This design comes from an exercise in tuning for small area, a short achievable clock period and few clock cycles on the open sky130 flow, not from production work. RTL that was checked went through simulation tests only; none was proved equivalent to the original.

Design pft_lzd, start of the top module:
module pft_lzd (
    input  wire        clk,
    input  wire        rst,           
    input  wire [7:0]  reg_addr,      
    input  wire        reg_we,
    input  wire [31:0] reg_wdata,
    output reg  [31:0] reg_rdata,
    output wire        irq,
    output reg         buf_en,
    output reg         buf_we,
    output reg  [16:0] buf_addr,
    output reg  [7:0]  buf_wdata,
    input  wire [7:0]  buf_rdata,
    output reg         out_re,
    output reg  [24:0] out_raddr,
    input  wire [7:0]  out_rdata,
    output reg         out_we,
    output reg  [24:0] out_waddr,
    output reg  [7:0]  out_wdata
);
For scale: roughly 5700 cells after synthesis, ~180 I/O pins, ~46000 um^2 of cells after synthesis.
clock: 12.0 ns
lec_check: 0
cap_margin: 20
core_margin: 2
core_utilization: 35
cts_cluster_diameter: 110
cts_cluster_size: 24
setup_slack_margin: 3.5
slew_margin: 20
synth_hierarchical: 1
standard.sh (not shown) runs the stock make flow with config.mk's settings and CLKGATE_MAP_FILE= SYNTH_SCRIPT=/design/flow/synth_recipe.tcl, a recipe that flattens the netlist after the stock synthesis.
==> flow/flow/run.sh <==
#!/bin/bash
# Own flow: the standard layout (standard.sh, unchanged synthesis), with the
# port buffers made of sky130_fd_sc_hd__buf_1 instead of the delay buffer that
# buffer_ports picks by default (every port still gets its own buffer), and
# timing repair allowed to change a cell's footprint (MATCH_CELL_FOOTPRINT=0;
# detailed placement runs after every repair).
set -euo pipefail
W=$(pwd)
sed 's#^make -C \(.*\) "\${@:-finish}"$#make -C \1 "BUFFER_PORTS_ARGS=-buffer_cell sky130_fd_sc_hd__buf_1" MATCH_CELL_FOOTPRINT=0 "${@:-finish}"#' standard.sh > own_standard.sh
grep -q 'MATCH_CELL_FOOTPRINT=0' own_standard.sh
bash own_standard.sh finish > make_finish.log 2>&1
test -s out/final.def
Then changed:
--- a/flow/design.v
+++ b/flow/design.v
@@ -49,13 +49,15 @@
         S_TRL   = 5'd16,   
         S_TRL1  = 5'd17,   
         S_IV    = 5'd18,   
         S_XC    = 5'd19,   
         S_XR    = 5'd20,   
         S_XW    = 5'd21,   
-        S_IVA   = 5'd22;   
+        S_IVA   = 5'd22,   
+        S_T0    = 5'd23,   
+        S_T1    = 5'd24;   
     reg  [4:0]  state;
     reg  [1:0]  ctrl_op;
     reg         ctrl_endian;
     reg         ctrl_ie;
     reg         st_done;
     reg         st_err;
@@ -64,12 +66,13 @@
     reg  [31:0] buf_len;
     reg  [7:0]  model;
     reg  [31:0] xbase, xivoff, xstart, xlen;
     reg  [17:0] ic;           
     reg  [25:0] oc;           
     reg  [31:0] iv0, iv1, iv2, iv3;    
+    reg  [31:0] tmp0, tmp1;            
     reg         kv;           
     reg  [17:0] sp;           
     reg  [31:0] acc;          
     reg         ckc;          
     reg  [22:0] cnt;          
     reg  [7:0]  s0;           
@@ -98,14 +101,12 @@
         endcase
     end
     wire stream = (state >= S_CKE) && (state <= S_TRL1);
     wire [24:0] x_relh  = {blen, offm1[8:0]};
     wire [6:0]  x_b     = s0[6:0];                       
     wire [4:0]  kidx    = busy ? x_b[6:2] : reg_addr[6:2];
-    wire [31:0] tmp0    = iv0 + ~iv2;
-    wire [31:0] tmp1    = iv1 + ~iv3;
     wire [31:0] key_w;
     pft_lzd_key u_key (.idx(kidx), .tmp0(tmp0), .tmp1(tmp1),
                        .iv0(iv0), .iv1(iv1), .iv2(iv2), .iv3(iv3), .key(key_w));
     wire [31:0] x_mw    = key_w - {x_relh, 7'd0};
     wire [31:0] x_mword = acc;
     reg  [7:0]  x_mbyte;
@@ -299,17 +300,17 @@
                     flt = 1'b1; fcode = F_NOTRL; fin = {14'd0, ic}; fval = {16'd0, s0, sbyte};
                 end else begin
                     nstate = S_HDR;
                 end
             end
             S_IVA: nstate = S_IV;
-            S_IV: begin
-                if (cnt[3:0] == 4'd0) begin
-                    if (ctrl_op == 2'd2) fin_done = 1'b1;
-                    else                 nstate = S_XC;
-                end
+            S_IV: if (cnt[3:0] == 4'd0) nstate = S_T0;
+            S_T0: nstate = S_T1;
+            S_T1: begin
+                if (ctrl_op == 2'd2) fin_done = 1'b1;
+                else                 nstate = S_XC;
             end
             S_XC: begin
                 if (xstart[6:0] != 7'd0 || xlen[6:0] != 7'd0) begin
                     flt = 1'b1; fcode = F_ALIGN; fin = xstart; fval = xlen;
                 end else if (xlen == 32'd0) begin
                     fin_done = 1'b1;
@@ -461,13 +462,13 @@
             end
             if (flt) begin
                 st_err <= 1'b1;
                 errf   <= 1'b1;
             end
             if (fin_done) st_done <= 1'b1;
-            if (state == S_IV && cnt[3:0] == 4'd0) kv <= 1'b1;
+            if (state == S_T1) kv <= 1'b1;
             if (state == S_CKE && cke_ok) ic <= 18'h200;
             if (!flt) case (state)
                 S_HDRC: ic <= sp;                       
                 S_RAW:  if (cnt == 23'd1 && rem0) ic <= sp_inc;
                 S_RSKIP: if (rem1) ic <= sp_inc;
                 S_TOK:  if (gv && !mask[16]) ic <= sp_inc;
@@ -557,13 +558,21 @@
                 else             iv3 <= {buf_rdata, iv3[31:8]};
                 if (cnt[1:0] == 2'd0 && cnt[3:2] != 2'd0) begin
                     iv2 <= ctrl_endian ? {iv3[23:0], buf_rdata} : {buf_rdata, iv3[31:8]};
                     iv1 <= iv2;
                     iv0 <= iv1;
                 end
+                tmp0 <= iv0;
+                tmp1 <= iv1;
+                s0   <= 8'h50;
+            end
+            S_T0: begin
+                tmp0 <= key_w;                    
+                s0   <= 8'h74;                    
             end
+            S_T1: tmp1 <= key_w;                  
             S_XC: begin
                 cnt  <= {5'd0, xlen[17:0]};
                 sp   <= xsum[17:0];
                 s0   <= 8'd0;
                 blen <= xstart[31:16];
                 offm1[8:0] <= xstart[15:7];
- hold slack got worse by 0.027 ns
- clock-buffer cell count goes up by 1
- routed wire length goes up by a few percent
- design area goes up slightly
- via count goes down by a few percent
- global-route usage goes up by 1.6 points
Function was not checked in any run of this note: the RTL went through the layout flow alone.

---

job 1485:
Another version of the RTL of pft_lzd (not shown whole).
For scale: about 510 flip-flops, ~180 I/O pins, ~45000 µm² of cells after synthesis.
## pft_lzd
module pft_lzd (
    input  wire        clk,
    input  wire        rst,           
    input  wire [7:0]  reg_addr,      
    input  wire        reg_we,
    input  wire [31:0] reg_wdata,
    output reg  [31:0] reg_rdata,
    output wire        irq,
    output reg         buf_en,
    output reg         buf_we,
    output reg  [16:0] buf_addr,
    output reg  [7:0]  buf_wdata,
    input  wire [7:0]  buf_rdata,
    output reg         out_re,
    output reg  [24:0] out_raddr,
    input  wire [7:0]  out_rdata,
    output reg         out_we,
    output reg  [24:0] out_waddr,
    output reg  [7:0]  out_wdata
);
clock: 12.0 ns
lec_check: 0
cap_margin: 20
core_margin: 2
core_utilization: 35
setup_slack_margin: 3
slew_margin: 20
Scripts as last shown in full above: flow/flow/run.sh
For job 410, these inputs were changed with respect to job 1485:
-- flow/design.v --
<<< job 1485, line 52
        S_XC    = 5'd19,   
        S_XR    = 5'd20,   
        S_XW    = 5'd21,   
        S_IVA   = 5'd22;   
    reg  [4:0]  state;
    reg  [1:0]  ctrl_op;
>>> job 410, line 52
        S_XC    = 5'd19,   
        S_XR    = 5'd20,   
        S_XW    = 5'd21;   
    reg  [4:0]  state;
    reg  [1:0]  ctrl_op;
<<< job 1485, line 194
                        flt = 1'b1; fcode = F_OOB; fin = xsum[31:0]; fval = 32'd16;
                    end else begin
                        nstate = S_IVA;
                    end
                end
>>> job 410, line 193
                        flt = 1'b1; fcode = F_OOB; fin = xsum[31:0]; fval = 32'd16;
                    end else begin
                        nstate = S_IV;
                    end
                end
<<< job 1485, line 302
                end
            end
            S_IVA: nstate = S_IV;
            S_IV: begin
                if (cnt[3:0] == 4'd0) begin
>>> job 410, line 301
                end
            end
            S_IV: begin
                if (cnt[3:0] == 4'd0) begin
<<< job 1485, line 326
        if (flt || fin_done) nstate = S_IDLE;
    end
    wire [10:0] rd_off  = (state == S_CP1) ? cp_off : offm1;
    wire        rd_cin  = (state == S_CP1) || ((state == S_CPY) && (offm1 != 11'd0));
    wire [11:0] rd_lo   = {1'b0, oc[10:0]} + {1'b0, ~rd_off} + {11'd0, rd_cin};
    wire        rd_c11  = rd_lo[11];
    wire [13:0] oc_hm1  = oc[24:11] - 14'd1;
    always @* begin
        buf_en    = 1'b0;
>>> job 410, line 324
        if (flt || fin_done) nstate = S_IDLE;
    end
    always @* begin
        buf_en    = 1'b0;
<<< job 1485, line 337
        buf_wdata = buf_rdata ^ x_mbyte;
        out_re    = 1'b0;
        out_raddr = {rd_c11 ? oc[24:11] : oc_hm1, rd_lo[10:0]};
        out_we    = 1'b0;
        out_waddr = oc[24:0];
        out_wdata = sbyte;
        case (state)
            S_CMD: buf_en = (ctrl_op == 2'd0);
            S_IVA: begin
                buf_en   = 1'b1;
                buf_addr = sp[16:0];
            end
            S_CK: begin
>>> job 410, line 330
        buf_wdata = buf_rdata ^ x_mbyte;
        out_re    = 1'b0;
        out_raddr = oc[24:0] + {14'h3FFF, ~((state == S_CP1) ? cp_off : offm1)} +
                    {24'd0, (state == S_CP1) || ((state == S_CPY) && (offm1 != 11'd0))};
        out_we    = 1'b0;
        out_waddr = oc[24:0];
        out_wdata = sbyte;
        case (state)
            S_CMD: begin
                buf_en = 1'b1;
                if (ctrl_op != 2'd0) buf_addr = xsum[16:0];
            end
            S_CK: begin
==> comparison <==
Changes observed in job 410 relative to job 1485: count of clock-buffer cells in the layout climbed about 2.2%; fmax went up; final critical-path setup slack went up. In the tables for job 1485 and job 410, met3 usage reads lower with job 1485. Job 410 against job 1485: number of instances in the synthesized netlist went down about 2.4%, area after synthesis about even.
Testbench counts of job 410, summed over its fixed seeds: cycles 425,930.
For job 1485, only the layout was checked, not whether the RTL still works.

## port drivers added, routing unchanged
Ports are ideal in the flow. The routed layouts listed here were re-timed in OpenROAD.
Step 1, drivers: a clkbuf_16 drives clk and a buf_2 each remaining input, both assumed.
Step 2 times the ports against the registers' clock, not the clock port: input delays grow and output delays shrink by t, the midpoint of the rising clock arrivals with the driver on.
Three values: no drivers, after step 1, after step 2; two values: the first two.
run	t (ns)	slack for setup (ns)	hold WS [ns]	worst setup path after step 2	pins driven straight from the clock port
the first run of note 1	0.772	3.006 / 2.929 / 3.222	0.474 / 0.474 / 0.474	input to register	1
the second run of note 1	0.712	3.468 / 3.372 / 2.973	0.447 / 0.447 / 0.447	input to register	1
job 1485	0.774	2.803 / 2.665 / 2.665	0.444 / 0.444 / 0.444	input to output	1
job 410	0.763	3.145 / 3.092 / 3.092	0.472 / 0.472 / 0.472	input to output	1
After both steps setup and hold are still met in every run listed. The setup slack of the second run of note 1, which loses most, moves by -0.096 ns with the drivers and by -0.495 ns with both steps.
